Context: an optimization exercise on an open-source flow, tuned for small area, a short achievable clock period and few clock cycles per item. The choices shown serve that exercise and are no tape-out recipe.
Function was checked by simulation only, so behaviour that the tests miss may differ from the original.
The flow treats the clock pin as an ideal source, which a real chip does not have.
Power and IR drop assume default switching activity.

job 6594:
// tlb_core
module tlb_core (
    input  wire        clk,
    input  wire        rst,           
    input  wire        req_valid,
    output wire        req_ready,
    input  wire [71:0] req_data,
    output reg         resp_valid,
    output reg  [66:0] resp_data,
    output reg         pt_en,
    output reg         pt_we,
    output reg  [19:0] pt_addr,
    output wire [32:0] pt_wdata,      
    input  wire [32:0] pt_rdata
);
Settings: LEC_CHECK=0, CAP_MARGIN=20, CORE_MARGIN=2, CORE_UTILIZATION=45, PLACE_DENSITY=0.55, SLEW_MARGIN=20; clock period 14.0 ns.
standard.sh (not shown) runs the stock make flow with config.mk's settings and CLKGATE_MAP_FILE= SYNTH_SCRIPT=/design/flow/synth_recipe.tcl, a recipe that flattens the netlist after the stock synthesis.
==> flow/flow/run.sh <==
#!/bin/bash
set -uo pipefail
work=$(pwd)
bash standard.sh "CTS_ARGS=-sink_clustering_enable -repair_clock_nets -dont_use_dummy_load -sink_clustering_size 20 -sink_clustering_max_diameter 100" "BUFFER_PORTS_ARGS=-buffer_cell sky130_fd_sc_hd__buf_4" POST_CTS_TCL="$work/flow/post_cts.tcl" finish > "$work/standard_sh.log" 2>&1
==> flow/flow/post_cts.tcl <==
# Sourced by ORFS cts.tcl after its own repair and detailed placement, before
# 4_1_cts.odb is written. The clock and constraints are unchanged; only the
# target slack of the repair is larger.
puts "post_cts: extra setup repair"
estimate_parasitics -placement
report_worst_slack
repair_timing -setup -setup_margin 9.1 -repair_tns 100 -max_iterations 3000 -verbose
set result [catch { detailed_placement } msg]
if { $result != 0 } {
  error "post_cts: detailed placement failed: $msg"
}
check_placement -verbose
estimate_parasitics -placement
report_worst_slack
Testbench counts of job 6594, summed over its fixed seeds: cycles 46,253, items 31,896.
What job 1370 does differently from job 6594 at the input level:
==> flow/flow/run.sh <==
#!/bin/bash
set -uo pipefail
work=$(pwd)
bash standard.sh "CTS_ARGS=-sink_clustering_enable -repair_clock_nets -dont_use_dummy_load -sink_clustering_size 20 -sink_clustering_max_diameter 100" POST_CTS_TCL="$work/flow/post_cts.tcl" finish > "$work/standard_sh.log" 2>&1
--- a/flow/config.mk
+++ b/flow/config.mk
@@ -9,4 +9,4 @@
 export CORE_MARGIN = 2
-export CORE_UTILIZATION = 45
-export PLACE_DENSITY = 0.55
+export CORE_UTILIZATION = 35
+export PLACE_DENSITY = 0.45
 export SLEW_MARGIN = 20
Findings:
Summary of job 1370 over job 6594: share of final layout cell area taken by clock buffers and inverters comparable, time the final worst path needs with I/O delays and setup now smaller, met3 track demand over resource now smaller, worst setup slack now larger, area added between synthesis and finish now larger.
| hold slack | job 6594 vs job 1370 | ≈ equal |

========
## run A
Another version of the RTL of tlb_core (not shown whole).
For scale: roughly 140000 µm² of cells after synthesis.
Design tlb_core, start of the top module:
module tlb_core (
    input  wire        clk,
    input  wire        rst,           
    input  wire        req_valid,
    output wire        req_ready,
    input  wire [71:0] req_data,
    output reg         resp_valid,
    output reg  [66:0] resp_data,
    output reg         pt_en,
    output reg         pt_we,
    output reg  [19:0] pt_addr,
    output wire [32:0] pt_wdata,      
    input  wire [32:0] pt_rdata
);
export LEC_CHECK = 0
export CAP_MARGIN = 20
export CORE_MARGIN = 2
export CORE_UTILIZATION = 22
export PLACE_DENSITY = 0.25
export SLEW_MARGIN = 20
create_clock -name core_clock -period 14.0 [get_ports {clk}]
==> flow/flow/run.sh <==
#!/bin/bash
set -uo pipefail
work=$(pwd)
bash standard.sh "CTS_ARGS=-sink_clustering_enable -repair_clock_nets -dont_use_dummy_load" POST_CTS_TCL="$work/flow/post_cts.tcl" finish > "$work/standard_sh.log" 2>&1
Scripts as last shown in full above: flow/flow/post_cts.tcl
Testbench counts of run A, summed over its fixed seeds: cycles 46,253, items 31,896.
> inputs changed (run A -> run B)
==> flow/flow/run.sh <==
#!/bin/bash
set -uo pipefail
work=$(pwd)
bash standard.sh POST_CTS_TCL="$work/flow/post_cts.tcl" finish > "$work/standard_sh.log" 2>&1
[summary]
Min part of the total power dissipated in combinational logic across run A and run B: run B. Total met2 wirelength after detailed routing essentially unchanged between run B and run A. In run B, the cell-internal power came out about 5.6% above the value in run A. Of the two candidates, run A has the worse final period demand of the worst path and run B the better one. Compared with run A, run B shows relative slew slack lower by 5.8 points. Run A → run B: final cell count moved up, post-route fraction of the period consumed by the critical path decreased 0.32 points, post-route worst setup slack has increased, utilization now sits higher.
The inputs of run C differ from those of run B as listed below.
==> flow/flow/run.sh <==
#!/bin/bash
set -uo pipefail
work=$(pwd)
bash standard.sh "CTS_ARGS=-sink_clustering_enable -repair_clock_nets -dont_use_dummy_load -sink_clustering_size 20 -sink_clustering_max_diameter 100" POST_CTS_TCL="$work/flow/post_cts.tcl" finish > "$work/standard_sh.log" 2>&1
Notes after the runs:
The run showing the greater switching part of the total is run C.
Comparing run B and run C, area fraction of clock buffers and clock inverters is lower on run C.
Compared run C vs run B, and final cycle utilization of the critical path is up in run C.
Looking at clock transition at the registers of the reported paths across run B and run C, the one that comes out higher is run C.
Run B → run C: design area decreased 5.0%, number of standard cells in the final layout excluding fillers now sits lower, via count of the first global-routing pass dropped 2445, routing usage on met2 ~0 delta.
Run B and run C ended up with nearly the same routing usage on met1.
Re final antenna diode count: run B and run C aren't equal, and the lower value belongs to run B.
Run C vs run B: clock network fraction of design power down in run C

========
tlb_core with an RTL version that a note above also has.
For scale: ~8,100 cells after synthesis, roughly 3,600 flip-flops, roughly 140,000 um^2 of cells after synthesis.
clock: 14.0 ns
lec_check: 0
cap_margin: 20
core_margin: 2
core_utilization: 35
place_density: 0.45
slew_margin: 20
==> flow/flow/run.sh <==
#!/bin/bash
set -uo pipefail
work=$(pwd)
bash standard.sh "CTS_ARGS=-sink_clustering_enable -repair_clock_nets -dont_use_dummy_load -sink_clustering_size 20 -sink_clustering_max_diameter 100" "BUFFER_PORTS_ARGS=-buffer_cell sky130_fd_sc_hd__buf_4" POST_CTS_TCL="$work/flow/post_cts.tcl" finish > "$work/standard_sh.log" 2>&1
Scripts as last shown in full above: flow/flow/post_cts.tcl
Testbench counts at the start, summed over its fixed seeds: cycles 46,253, items 31,896.
Rerun with:
==> flow/flow/run.sh (replaced) <==
#!/bin/bash
set -uo pipefail
work=$(pwd)
bash standard.sh "CTS_ARGS=-sink_clustering_enable -repair_clock_nets -dont_use_dummy_load -sink_clustering_size 20 -sink_clustering_max_diameter 100" POST_CTS_TCL="$work/flow/post_cts.tcl" finish > "$work/standard_sh.log" 2>&1
- CORE_UTILIZATION: 35 -> 22
- PLACE_DENSITY: 0.45 -> 0.25
The new run ran to the end with no violations; fmax climbs by 5.8%; setup slack is better by 0.29 ns; cell count climbs by 24%; power climbs by 3.3%; via count drops by 4.4%; global-route usage drops by 5.8 points; combinational power climbs by 21%; sequential share of layout area drops by 2.9 points.
Rerun with:
==> flow/flow/run.sh (replaced) <==
#!/bin/bash
set -uo pipefail
work=$(pwd)
bash standard.sh "CTS_ARGS=-sink_clustering_enable -repair_clock_nets -dont_use_dummy_load -sink_clustering_size 20 -sink_clustering_max_diameter 100" "BUFFER_PORTS_ARGS=-buffer_cell sky130_fd_sc_hd__buf_4" POST_CTS_TCL="$work/flow/post_cts.tcl" finish > "$work/standard_sh.log" 2>&1
Result: The new run produced a clean layout; synthesized area stays the same; via count is about the same; die area stays the same; fmax went up by 1.2%; power is about the same; utilization shrinks by 0.11 points; routed wire length drops by about 1%; cell count went down by 0.37%; sequential power barely changes.

==> port drivers added, routing unchanged <==
No port has a modelled driver above. Below, the same layouts with a new extraction and two added sets of constraints.
Step 1 sets driving cells, clkbuf_16 on the clock port and buf_2 on the other inputs (assumed; they add their load-dependent delay and slew).
Step 2 adds t to the input delays and takes it off the output delays; t is the mean of the earliest and latest rising clock arrival at the registers after step 1. Input paths then give back, and output paths get back, about the clock's delay inside the block.
a / b / c = ideal / step 1 / step 2; a / b = the first two.
| run | t (ns) | setup slack, ns | worst setup path after step 2 |
|---|---|---|---|
| job 6594 | 1.008 | 8.785 / 8.827 / 7.829 | input to register |
| job 1370 | 1.038 | 8.962 / 8.962 / 8.062 | input to register |
| run A | 1.118 | 8.830 / 8.905 / 7.787 | input to register |
| run B | 1.147 | 8.875 / 8.899 / 7.808 | input to register |
| run C | 1.078 | 8.839 / 8.921 / 7.843 | input to register |
| the first run of note 3 | 1.036 | 8.629 / 8.680 / 7.644 | input to register |
| the second run of note 3 | 1.091 | 8.923 / 8.948 / 7.904 | input to register |
| the third run of note 3 | 1.097 | 8.985 / 9.048 / 7.951 | input to register |
After both steps setup and hold are still met in every run listed. For run B, which loses most, drivers alone change the setup slack by +0.024 ns; drivers and shift together by -1.067 ns.
